Background: an optimization exercise with open tools, aiming at small area, a short achievable clock period and few clock cycles. Do not read the settings as production practice.
The RTL was checked by simulation tests, not by an equivalence proof against the original design.

==> design.v <==
module dwmac_req (
    input  wire        clk,
    input  wire        rst,
    input  wire        in_v,
    input  wire [1:0]  in_l,
    input  wire [31:0] t,
    input  wire [31:0] scale,
    input  wire [7:0]  zp,
    output wire        out_v,
    output wire [1:0]  out_l,
    output reg  [7:0]  q
);
    wire        st  = t[31];
    wire [31:0] mag = st ? (~t + 32'd1) : t;
    wire [4:0]  lz;
    dwmac_lzc32 u_lzc (.a(mag), .lz(lz));
    wire [31:0] nm  = mag << lz;
    wire        rnd = nm[7] & ((|nm[6:0]) | nm[8]);
    wire        tz     = (t == 32'd0);
    wire        ss     = scale[31];
    wire [7:0]  es     = scale[30:23];
    wire        s_max  = (es == 8'hff);
    wire        s_nan  = s_max && (scale[22:0] != 23'd0);
    wire        s_inf  = s_max && (scale[22:0] == 23'd0);
    wire        s_zero = (es == 8'h00);
    reg  [22:0] a1, b1;
    reg         r1;
    reg  [4:0]  lz1;
    reg  [7:0]  es1;
    reg         ps1, zero1, sat1, nan1, v1;
    reg  [1:0]  l1;
    reg  [7:0]  zp1;
    always @(posedge clk) begin
        a1    <= nm[30:8];
        r1    <= rnd;
        b1    <= scale[22:0];
        lz1   <= lz;
        es1   <= es;
        ps1   <= st ^ ss;
        nan1  <= s_nan || (s_inf && tz);
        sat1  <= s_inf;
        zero1 <= tz || s_zero;
        zp1   <= zp;
        l1    <= in_l;
        v1    <= in_v && !rst;
    end
    wire [23:0] sa = {1'b1, a1};
    wire [23:0] sb = {1'b1, b1};
    wire [8:0]  e1 = {1'b0, es1} + {4'd0, ~lz1};       
    wire [8:0]  kk = 9'd134 - e1;
    localparam N = 25;
    wire [48*N-1:0] rows;
    genvar gj;
    generate
        for (gj = 0; gj < 24; gj = gj + 1) begin : pp
            assign rows[48*gj +: 48] = {24'd0, sa & {24{sb[gj]}}} << gj;
        end
    endgenerate
    assign rows[48*24 +: 48] = {24'd0, sb & {24{r1}}};
    wire [47:0] ps, pc;
    dwmac_csa #(.N(N), .W(48)) u_csa (.rows(rows), .s(ps), .c(pc));
    reg  [47:0] p;
    reg  [3:0]  k2;
    reg         hugeA, hugeB, tinyA, tinyB;
    reg         ps2, zero2, sat2, nan2, v2;
    reg  [1:0]  l2;
    reg  [7:0]  zp2;
    always @(posedge clk) begin
        p     <= ps + pc;
        k2    <= kk[3:0];
        hugeA <= (e1 >= 9'd135);
        hugeB <= (e1 == 9'd134);
        tinyA <= (e1 < 9'd125);
        tinyB <= (e1 == 9'd125);
        ps2   <= ps1;
        nan2  <= nan1;
        sat2  <= sat1;
        zero2 <= zero1;
        zp2   <= zp1;
        l2    <= l1;
        v2    <= v1 && !rst;
    end
    wire        n     = p[47];
    wire        huge  = hugeA || (hugeB && n);
    wire        tiny  = tinyA || (tinyB && !n);
    wire        lsb24 = n ? p[24] : p[23];
    wire        rb24  = n ? p[23] : p[22];
    wire        stk24 = (|p[21:0]) || (n && p[22]);
    wire        inc   = rb24 && (stk24 || lsb24);
    wire [56:0] wp    = {9'd0, p} >> k2;      
    wire [8:0]  ip    = wp[47:39];
    wire        hb    = wp[38];
    reg  [22:0] lm;                           
    integer     j;
    always @(*)
        for (j = 0; j < 23; j = j + 1)
            lm[j] = (j <= 13) || ({1'b0, k2} >= j - 13);
    wire        lnz   = (|(p[46:24] & lm)) || (!n && p[23]);
    wire        lall  = (&(p[46:24] | ~lm)) && (n || p[23]);
    wire        c     = inc && lall;
    wire        rbit  = c ? (hb || ip[0]) : (hb && (lnz || inc || ip[0]));
    wire signed [11:0] v = ps2 ? ($signed({4'd0, zp2}) - $signed({3'd0, ip}) - $signed({11'd0, rbit}))
                               : ($signed({4'd0, zp2}) + $signed({3'd0, ip}) + $signed({11'd0, rbit}));
    always @(*) begin
        if (nan2)
            q = 8'd0;
        else if (sat2)
            q = ps2 ? 8'd0 : 8'd255;
        else if (zero2 || tiny)
            q = zp2;
        else if (huge)
            q = ps2 ? 8'd0 : 8'd255;
        else if (v < 12'sd0)
            q = 8'd0;
        else if (v > 12'sd255)
            q = 8'd255;
        else
            q = v[7:0];
    end
    assign out_v = v2;
    assign out_l = l2;
endmodule
module dwmac_lzc32 (
    input  wire [31:0] a,
    output wire [4:0]  lz
);
    wire [15:0] z0;
    wire [15:0] c0;
    genvar i;
    generate
        for (i = 0; i < 16; i = i + 1) begin : l0
            assign z0[i] = !(a[2*i+1] | a[2*i]);
            assign c0[i] = !a[2*i+1];
        end
        for (i = 0; i < 8; i = i + 1) begin : l1
            wire [1:0] c;
            assign c = z0[2*i+1] ? {1'b1, c0[2*i]} : {1'b0, c0[2*i+1]};
        end
        for (i = 0; i < 4; i = i + 1) begin : l2
            wire [2:0] c;
            wire       zh = z0[4*i+3] & z0[4*i+2];
            assign c = zh ? {1'b1, l1[2*i].c} : {1'b0, l1[2*i+1].c};
        end
        for (i = 0; i < 2; i = i + 1) begin : l3
            wire [3:0] c;
            wire       zh = &z0[8*i+7 : 8*i+4];
            assign c = zh ? {1'b1, l2[2*i].c} : {1'b0, l2[2*i+1].c};
        end
    endgenerate
    wire zh4 = &z0[15:8];
    assign lz = zh4 ? {1'b1, l3[0].c} : {1'b0, l3[1].c};
endmodule
module dwmac_lanes (
    input  wire          clk,
    input  wire          rst,
    input  wire          in_valid,
    output wire          in_ready,
    input  wire          in_last,
    input  wire [31:0]   in_src,      
    input  wire [31:0]   in_wt,       
    input  wire [127:0]  in_bias,     
    input  wire [127:0]  in_scale,    
    input  wire [7:0]    in_zp,       
    output reg           out_valid,
    input  wire          out_ready,
    output reg  [31:0]   out_data     
);
    localparam W = 4;
    reg         rdy;
    assign in_ready = rdy;
    wire fire = in_valid && rdy;
    reg         x_lv;        
    reg         x_wait;      
    reg         a_full;      
    reg         a_iss;       
    reg  [1:0]  lane;        
    reg         inflight;    
    wire x_px    = x_lv || x_wait;           
    wire a_last  = a_iss && lane == 2'd3;
    wire a_free  = !a_full || a_last;
    wire move    = x_px && a_free;
    wire hold    = x_px && !a_free;
    wire start   = a_full && !a_iss && !inflight && (!out_valid || out_ready);
    wire issue   = start || a_iss;
    wire a_full_n = move || (a_full && !a_last);
    wire a_iss_n  = issue && lane != 2'd3;
    wire [1:0] lane_n = issue ? lane + 2'd1 : lane;
    wire a_free_n = !a_full_n || (a_iss_n && lane_n == 2'd3);
    wire x_px_n   = (fire && in_last) || hold;
    always @(posedge clk) begin
        if (rst) begin
            rdy    <= 1'b1;
            x_lv   <= 1'b0;
            x_wait <= 1'b0;
            a_full <= 1'b0;
            a_iss  <= 1'b0;
            lane   <= 2'd0;
        end else begin
            rdy    <= !(x_px_n && !a_free_n);
            x_lv   <= fire && in_last;
            x_wait <= hold;
            a_full <= a_full_n;
            a_iss  <= a_iss_n;
            lane   <= lane_n;
        end
    end
    reg  [31:0] x_src;
    reg  [31:0] x_wt;
    reg  [7:0]  x_zp;
    reg  [7:0]  a_zp;
    always @(posedge clk) begin
        x_src <= in_src & {32{fire}};
        x_wt  <= in_wt;
        if (!hold)
            x_zp <= in_zp;
        if (move)
            a_zp <= x_zp;
    end
    reg  [31:0] acc   [0:W-1];
    reg  [31:0] x_b   [0:W-1];       
    reg  [31:0] x_sc  [0:W-1];
    reg  [31:0] a_t   [0:W-1];
    reg  [31:0] a_sc  [0:W-1];
    genvar g;
    generate
        for (g = 0; g < W; g = g + 1) begin : lane_g
            wire [31:0] sum;
            dwmac_mac u_mac (
                .acc  (acc[g]),
                .src  (x_src[8*g +: 8]),
                .wt   (x_wt[8*g +: 8]),
                .bias (x_b[g] & {32{x_lv}}),
                .sum  (sum)
            );
            always @(posedge clk) begin
                if (rst || x_lv)
                    acc[g] <= 32'd0;
                else
                    acc[g] <= sum;
                if (!hold) begin
                    x_b[g]  <= in_bias[32*g +: 32];
                    x_sc[g] <= in_scale[32*g +: 32];
                end else if (x_lv) begin
                    x_b[g]  <= sum;
                end
                if (move) begin
                    a_t[g]  <= x_lv ? sum : x_b[g];
                    a_sc[g] <= x_sc[g];
                end
            end
        end
    endgenerate
    wire [7:0]  q;
    wire        q_v;
    wire [1:0]  q_l;
    dwmac_req u_req (
        .clk   (clk),
        .rst   (rst),
        .in_v  (issue),
        .in_l  (lane),
        .t     (a_t[lane]),
        .scale (a_sc[lane]),
        .zp    (a_zp),
        .out_v (q_v),
        .out_l (q_l),
        .q     (q)
    );
    always @(posedge clk) begin
        if (rst) begin
            inflight  <= 1'b0;
            out_valid <= 1'b0;
        end else begin
            if (start)
                inflight <= 1'b1;
            else if (q_v && q_l == 2'd3)
                inflight <= 1'b0;
            if (q_v && q_l == 2'd3)
                out_valid <= 1'b1;
            else if (out_ready)
                out_valid <= 1'b0;
        end
    end
    integer i;
    always @(posedge clk) begin
        for (i = 0; i < W; i = i + 1)
            if (q_v && q_l == i[1:0])
                out_data[8*i +: 8] <= q;
    end
endmodule
module dwmac_mac (
    input  wire [31:0] acc,
    input  wire [7:0]  src,
    input  wire [7:0]  wt,
    input  wire [31:0] bias,
    output wire [31:0] sum
);
    localparam N = 11;
    wire [32*N-1:0] rows;
    genvar i;
    generate
        for (i = 0; i < 8; i = i + 1) begin : pp
            assign rows[32*i +: 32] = {25'd0, wt[6:0] & {7{src[i]}}} << i;
        end
    endgenerate
    assign rows[32*8  +: 32] = ~({24'd0, src & {8{wt[7]}}} << 7);
    assign rows[32*9  +: 32] = 32'd1;
    assign rows[32*10 +: 32] = acc;
    wire [31:0] s1, c1, s, c;
    dwmac_csa #(.N(N), .W(32)) u_csa (.rows(rows), .s(s1), .c(c1));
    dwmac_csa #(.N(3), .W(32)) u_csb (.rows({bias, c1, s1}), .s(s), .c(c));
    assign sum = s + c;
endmodule
module dwmac_csa #(
    parameter N = 3,
    parameter W = 8
) (
    input  wire [N*W-1:0] rows,
    output wire [W-1:0]   s,
    output wire [W-1:0]   c
);
    function integer nrows(input integer n0, input integer lv);
        integer k, n;
        begin
            n = n0;
            for (k = 0; k < lv; k = k + 1)
                n = (n <= 2) ? n : 2 * (n / 3) + (n % 3);
            nrows = n;
        end
    endfunction
    function integer nlevels(input integer n0);
        integer k;
        begin
            k = 0;
            while (nrows(n0, k) > 2)
                k = k + 1;
            nlevels = k;
        end
    endfunction
    localparam L = nlevels(N);
    wire [N*W-1:0] lvl [0:L];
    assign lvl[0] = rows;
    genvar l, k;
    generate
        for (l = 0; l < L; l = l + 1) begin : level
            localparam n  = nrows(N, l);
            localparam nn = nrows(N, l + 1);
            localparam gq = n / 3;
            localparam gr = n % 3;
            for (k = 0; k < gq; k = k + 1) begin : fa
                wire [W-1:0] a = lvl[l][(3*k)*W +: W];
                wire [W-1:0] b = lvl[l][(3*k+1)*W +: W];
                wire [W-1:0] d = lvl[l][(3*k+2)*W +: W];
                wire [W-1:0] m = (a & b) | (a & d) | (b & d);
                assign lvl[l+1][(2*k)*W +: W]   = a ^ b ^ d;
                assign lvl[l+1][(2*k+1)*W +: W] = {m[W-2:0], 1'b0};
            end
            for (k = 0; k < gr; k = k + 1) begin : pass
                assign lvl[l+1][(2*gq+k)*W +: W] = lvl[l][(3*gq+k)*W +: W];
            end
            if (nn < N) begin : pad
                assign lvl[l+1][N*W-1 : nn*W] = {((N-nn)*W){1'b0}};
            end
        end
    endgenerate
    assign s = lvl[L][0 +: W];
    assign c = (nrows(N, L) > 1) ? lvl[L][W +: W] : {W{1'b0}};
endmodule
==> run.sh <==
#!/bin/bash
# synth_recipe.tcl (not shown) runs the flow's synth.tcl, then flattens the netlist and writes it again
# the make line also repeats each setting of config.mk as NAME=value (left out here)
make -C /OpenROAD-flow-scripts/flow DESIGN_CONFIG=/design/flow/config.mk WORK_HOME=/design/flow/orfs CLKGATE_MAP_FILE= SYNTH_SCRIPT=/design/flow/synth_recipe.tcl finish
==> config.mk <==
export PLATFORM = sky130hd
export DESIGN_NAME = dwmac_lanes
export DESIGN_NICKNAME = dwmac_lanes
export VERILOG_FILES = /design/flow/design.v
export SDC_FILE = /design/flow/constraint.sdc
export NUM_CORES = 4
export LEC_CHECK = 0
export ABC_AREA = 1
export CAP_MARGIN = 20
export CORE_MARGIN = 2
export CORE_UTILIZATION = 60
export PLACE_DENSITY = 0.72
export SLEW_MARGIN = 20
==> constraint.sdc <==
create_clock -name core_clock -period 27.0 [get_ports {clk}]
set_input_delay 5.4000 -clock core_clock [delete_from_list [all_inputs] [get_ports {clk}]]
set_output_delay 5.4000 -clock core_clock [all_outputs]
set_load 0.01 [all_outputs]
==> reports/metrics.cfg, run 1 <==
[run_status]
status=timing/DRC/antenna clean

[critical_path]
crit_family=adder cells
ff2ff_path_depth=24
critPathBufInv=4
worstSetupStartpointType=flip-flop
crit_type=flip-flop to flip-flop
cp.arrival_ps=8330
crit_cells=24
path_common_cell=fa_1
crit_fanout=24
r2r_slack_ps=19350
path_cells=nand2_1 -> fa_1 -> inv_1 -> fa_1 -> inv_1 -> fa_1 -> fa_1 -> fa_1 -> fa_1 -> inv_1 -> ha_1 -> ha_1 -> a21oi_1 -> o21ai_0 -> a21oi_1 -> o21ai_0 -> a21boi_0 -> o21ai_0 -> a21boi_0 -> inv_1 -> nand2_1 -> o211ai_1 -> a21oi_1 -> xor2_1
reg2reg_from=u_req.a1[2]
reg2reg_to=u_req.p[44]
crit_required_ps=27680
slowest_stage=dfxtp_1
crit_path_end_kind=flip-flop
slowest_delay_ps=1040

[hold_path]
min_to=u_req.zp2[1]
hold_depth=0
hold_path.class=flip-flop to flip-flop
hp-start=u_req.zp1[1]

[logic_synthesis]
synthCells=8704
synth_edf_count=432
seq_area_frac_synth_pct=30.58
synth.area.top_cells=fa_1 23%, edfxtp_1 18%, dfxtp_1 13%
ys_warn_count=15
synthArstFlopShare_pct=0
synth_nets=10405
syn_avg_cell_area_um2=8.447
synth_top_area_cell=fa_1
synth_ff_type=dfxtp_1
yosysTopAreaCellShare_pct=23.17
syn_area_um2=73520
synth_cell_types=63
synth-seq-cells=907

[cts]
h-tree-depth=3
postCtsResizedCells=0
hold_buffers=0
cts_tree=yes
cts_root_buffer=clkbuf_16
cts_buffers=99
clock_latency_ps=750
cts_sinks=907
clk_pin_slew_ps=60
post-cts-setup-buffers=0
clk_path_buf_depth=3

[route]
wirelength_um=186600
first_pass_iters=6
drt_iter0_markers=4002
vias_per_cell=5.196
wire_per_inst_um=17.56
postRouteAntennaNets=0
num_vias=55237
route.detailed.drc=0

[finish]
final_cell_mix=2257 x nand2_1, 2120 x inv_1, 851 x fa_1, 514 x ha_1, 472 x dfxtp_1
final_common_cell=nand2_1
final_nets=10614
design_area_um2=81930
layout-drive-gt1-share_pct=3.656
syn_to_final_growth_pct=11.44

[global_routing]
grt-busiest-layer=met2
use_met1_pct=39.21
grt_pass1_vias=56763
met3_usage_pct=4.191
grt_start_max_net_pins=190
grt_pass1_wl_um=300700
antenna_found_initial=5
track_usage_pct=30.40
met2_usage_pct=52.12
grt.overflow.total=0

[run]
max_cap_violations=0

[placement]
dpl_cell_area_um2=78410
portBuffers=366
post-place-ws_ps=18950
dp_hpwl_um=144800
routabilityCongestion=0.9339

[sta]
setup_tns_ps=0
setup_violations=0
finClkSkew_ps=67.10
worst_pin_slew_ps=1126
fin_ws_ps=19350
max_clock_freq_mhz=130.6
fin_crit_ps=7655
hold_viol=0
max-slew-margin-rel_pct=24.69
slew_viol_final=0
grt_setup_unrepaired=false
fin_crit_sh_pct=28.35

[floorplanning]
core_um2=121700
start_util_pct=60.41
die-width_um=354.1
die_h_um=354.1
die-area_um2=125400
rows=128
num_io_pins=367

[layer usage]
layer	wire, um	share of wire, %
met5	0	0
met4	6989	3.7
met3	11560	6.2
met2	91590	49
met1	76490	41
[final cells by class]
| type | count | area [um^2] |
|---|---|---|
| clock inverters | 60 | 782.0 |
| diodes | 5 | 12.51 |
| inverters | 2139 | 8044 |
| multi-input cells | 5337 | 41690 |
| clock buffers | 128 | 2730 |
| well taps | 1625 | 2033 |
| fillers | 9957 | 39780 |
| flip-flops and latches | 907 | 22490 |
| repair buffers | 429 | 4153 |
[sequential cells by signal (all words and copies together) (netlist names), 2 cells and up]
register	count
a_sc	128
a_t	128
a_zp	8
acc	128
lane	2
out_data	32
u_req.a1	23
u_req.b1	23
u_req.es1	8
u_req.k2	4
u_req.l1	2
u_req.l2	2
u_req.lz1	5
u_req.p	48
u_req.zp1	8
u_req.zp2	8
x_b	128
x_sc	128
x_src	32
x_wt	32
x_zp	8
[per-stage QoR]
stage               util [%]  std cells  hold WS, ps
floorplan                  -       8704        309.6
detailed placement     64.42      10437        312.1
finish                 67.32      10630        309.7
CTS                    67.30      10625        307.2
global route           67.31      10629        320.7
global placement       64.41      10436        310.0
[Yosys cell counts (24+ instances only)]
master    number
a21oi_1      244
a22o_1        24
a31oi_1       33
clkbuf_1     263
dfxtp_1      475
edfxtp_1     432
fa_1         851
ha_1         517
inv_1       2120
nand2_1     2258
nand3_1      170
nand4_1       34
nor2_1       431
nor3_1        33
o211ai_1      30
o21ai_0      234
o21ai_1       36
o22ai_1       30
xnor2_1       92
xor2_1       108
[worst max path at each step]
stage | startpoint | endpoint | slack (ps)
6_report | u_req.a1[2] | u_req.p[44] | 19350
2_1_floorplan | lane[0] | a_sc[0][0] | 14080
3_3_place_gp | rst | acc[1][5] | 19010
4_1_cts | u_req.a1[1] | u_req.p[40] | 19470
5_1_grt | u_req.a1[2] | u_req.p[44] | 18950
3_5_place_dp | rst | acc[1][6] | 18950
[kinds of logic (layout without fill, tap and decap cells)]
group / count (synthesis) / count (layout) / synth area share, %
adder cells (fa/ha/maj): 1368 / 1368 / 31.97
XOR/XNOR: 201 / 201 / 2.405
flip-flops: 907 / 907 / 30.58
AO/OA/AOI/OAI: 748 / 748 / 5.975
AND/OR/NAND/NOR: 3019 / 3019 / 16.28
multiplexers: 1 / 1 / 0.01361
buffers and inverters: 2460 / 2756 / 12.78
other: 0 / 5 / 0
[worst register-to-register path, stage by stage (launching register included)]
cell and delay [ps]:
dfxtp_1 1040, nand2_1 200, fa_1 570, inv_1 50, fa_1 490, inv_1 60
fa_1 560, fa_1 430, fa_1 400, fa_1 510, inv_1 40, ha_1 270
ha_1 370, a21oi_1 220, o21ai_0 100, a21oi_1 200, o21ai_0 190, a21boi_0 480
o21ai_0 330, a21boi_0 510, inv_1 80, nand2_1 70, o211ai_1 110, a21oi_1 190
xor2_1 150
Testbench counts, summed over its fixed seeds: cycles 33,211.
==> inputs of run 2 (changes only) <==
--- a/config.mk
+++ b/config.mk
@@ -8,6 +8,5 @@
 export ABC_AREA = 1
 export CAP_MARGIN = 20
 export CORE_MARGIN = 2
-export CORE_UTILIZATION = 60
-export PLACE_DENSITY = 0.72
+export CORE_UTILIZATION = 40
 export SLEW_MARGIN = 20
==> run 2 against run 1 <==
Die area increased by 49%; critical endpoint unchanged; critical path depth unchanged; synthesized cell count unchanged; still clean; critical path type unchanged; clock skew up 26 ps; highest routed layer unchanged.
==> reports/metrics.cfg, run 2 <==
[logic_synthesis]
seq_area_frac_synth_pct=30.58
synth_cell_types=63
synth-seq-cells=907
synth_most_common_cell=nand2_1
synth.area.top_cells=fa_1 23%, edfxtp_1 18%, dfxtp_1 13%
synth_ff_type=dfxtp_1
synthCells=8704
synth_top_area_cell=fa_1
syn_area_um2=73520
syn_avg_cell_area_um2=8.447
ys_warn_count=15
synth_edf_count=432
yosysTopAreaCellShare_pct=23.17
synth_nets=10405
yosys-top-cells-count=2258 x nand2_1, 2120 x inv_1, 851 x fa_1
synthArstFlopShare_pct=0

[sta]
max-slew-margin-rel_pct=22.87
finClkSkew_ps=93.54
fin_ws_ps=19370
setup_tns_ps=0
max_clock_freq_mhz=131.1
hold_slack_ps=283.7
fin_crit_sh_pct=28.26
fin_crit_ps=7630
worst_pin_slew_ps=1155
hold_viol=0
grt_setup_unrepaired=false
setup_violations=0
slew_viol_final=0

[critical_path]
crit_fanout=24
crit_required_ps=27720
crit_path_end_kind=flip-flop
slowest_delay_ps=1040
endpoint=u_req.p[44]
crit_type=flip-flop to flip-flop
path_common_cell=fa_1
reg2reg_from=u_req.a1[3]
ff2ff_path_depth=24
path_cells=nand2_1 -> fa_1 -> fa_1 -> inv_1 -> fa_1 -> inv_1 -> fa_1 -> fa_1 -> inv_1 -> fa_1 -> ha_1 -> ha_1 -> a21oi_1 -> o21ai_0 -> a21oi_1 -> o21ai_0 -> a21boi_0 -> o21ai_0 -> a21boi_0 -> inv_1 -> nand2_1 -> o211ai_1 -> a21oi_1 -> xor2_1
r2r_slack_ps=19370
cp.arrival_ps=8350
crit_family=adder cells
critPathBufInv=4
worstSetupStartpoint=u_req.a1[3]
reg2reg_to=u_req.p[44]
slowest_stage=dfxtp_1
worstSetupStartpointType=flip-flop
crit_cells=24

[cts]
clk_path_buf_depth=3
cts_buffers=103
hold_buffers=0
postCtsResizedCells=0
cts_root_buffer=clkbuf_16
cts_sinks=907
post-cts-setup-buffers=0
clk_pin_slew_ps=70
clock_latency_ps=790
cts_tree=yes
h-tree-depth=3

[finish]
post-route-util_pct=45.55
final_common_cell=nand2_1
layout-drive-gt1-share_pct=3.840
final_cells=11485
syn_to_final_growth_pct=13.30
final_cell_mix=2257 x nand2_1, 2120 x inv_1, 851 x fa_1, 514 x ha_1, 472 x dfxtp_1
design_area_um2=83300
final_nets=10622

[route]
first_pass_iters=7
drt_iter0_markers=3546
num_vias=55086
vias_per_cell=4.796
postRouteAntennaNets=0
wire_per_inst_um=17.41
wirelength_um=199900
route.detailed.drc=0

[placement]
dp_hpwl_um=154400
routabilityCongestion=0.8983
dp_cells=11280
portBuffers=366
post-place-ws_ps=18890
dpl_cell_area_um2=79470

[floorplanning]
core_um2=182900
start_util_pct=40.20
rows=157
die_h_um=432.7
die-area_um2=187300
die-width_um=432.7
num_io_pins=367

[global_routing]
track_usage_pct=21.61
grt_pass1_vias=56839
grt_pass1_wl_um=315400
grt_start_max_net_pins=95
antenna_found_initial=13
grt.overflow.total=0

[hold_path]
hold_path.class=flip-flop to flip-flop

[run]
max_cap_violations=0

[run_status]
status=timing/DRC/antenna clean

## run 2: cells by family (layout without fill, tap and decap cells)
kind of cell    after synthesis  after routing  synth area share (%)
flops                       907            907                 30.58
buf+inv                    2460           2767                 12.78
mux                           1              1               0.01361
xor+xnor                    201            201                 2.405
simple gates               3019           3019                 16.28
fa+ha+maj                  1368           1368                 31.97
compound gates              748            748                 5.975
other cells                   0             10                     0
## run 2: how the worst min path moves through the flow
stage | startpoint | end | slack (ps) | cells past startpoint
5_1_grt | u_req.zero1 | u_req.zero2 | 310 | 0
6_report | u_req.zero1 | u_req.zero2 | 280 | 0
3_5_place_dp | u_req.sat1 | u_req.sat2 | 310 | 0
2_1_floorplan | u_req.l1[0] | u_req.l2[0] | 310 | 0
4_1_cts | u_req.zero1 | u_req.zero2 | 290 | 0
3_3_place_gp | u_req.zp1[5] | u_req.zp2[5] | 310 | 0
## run 2: final cells by class
cell class                      count  area [um^2]
Antenna cell                       10        25.02
Sequential cell                   907        22490
Fill cell                       17700        99580
Clock buffer                      136         2890
Multi-Input combinational cell   5337        41690
Inverter                         2139         8044
Timing Repair Buffer              433         4167
Tap cell                         2464         3083
Clock inverter                     59        919.6
## run 2: per-layer routing
metal / vias to the layer above / GRT usage [%] / part of all wire [%]
met5: - / 0 / 0
met4: 0 / 7.457 / 3.0
met3: 250 / 2.965 / 5.1
met2: 1338 / 38.11 / 50
met1: 26991 / 27.00 / 42
li1: 26507 / - / -

-- separate check: timing with driven ports --
No port has a modelled driver above. Below, the same layouts with a new extraction and two added sets of constraints.
Step 1, drivers: a clkbuf_16 drives clk and a buf_2 each remaining input, both assumed.
Step 2 also shifts input and output timing later by t, the mid clock arrival at the registers, as if the neighbouring blocks saw the same clock.
Slacks: no drivers / after step 1 / after step 2; pairs: no drivers / after step 1.
| run | t (ns) | setup WS [ns] | latest minus earliest clock arrival (ns) | worst register clock-pin slew, ns | worst slew at a driven data input, ns |
|---|---|---|---|---|---|
| run 1 | 0.801 | 19.345 / 19.345 / 18.803 | 0.068 / 0.067 | 0.07 / 0.07 | 0.13 |
| run 2 | 0.832 | 19.370 / 19.370 / 18.684 | 0.110 / 0.109 | 0.08 / 0.08 | 0.23 |
After both steps setup and hold are still met in every run listed. The setup slack of run 2, which loses most, moves by 0.000 ns with the drivers and by -0.686 ns with both steps.
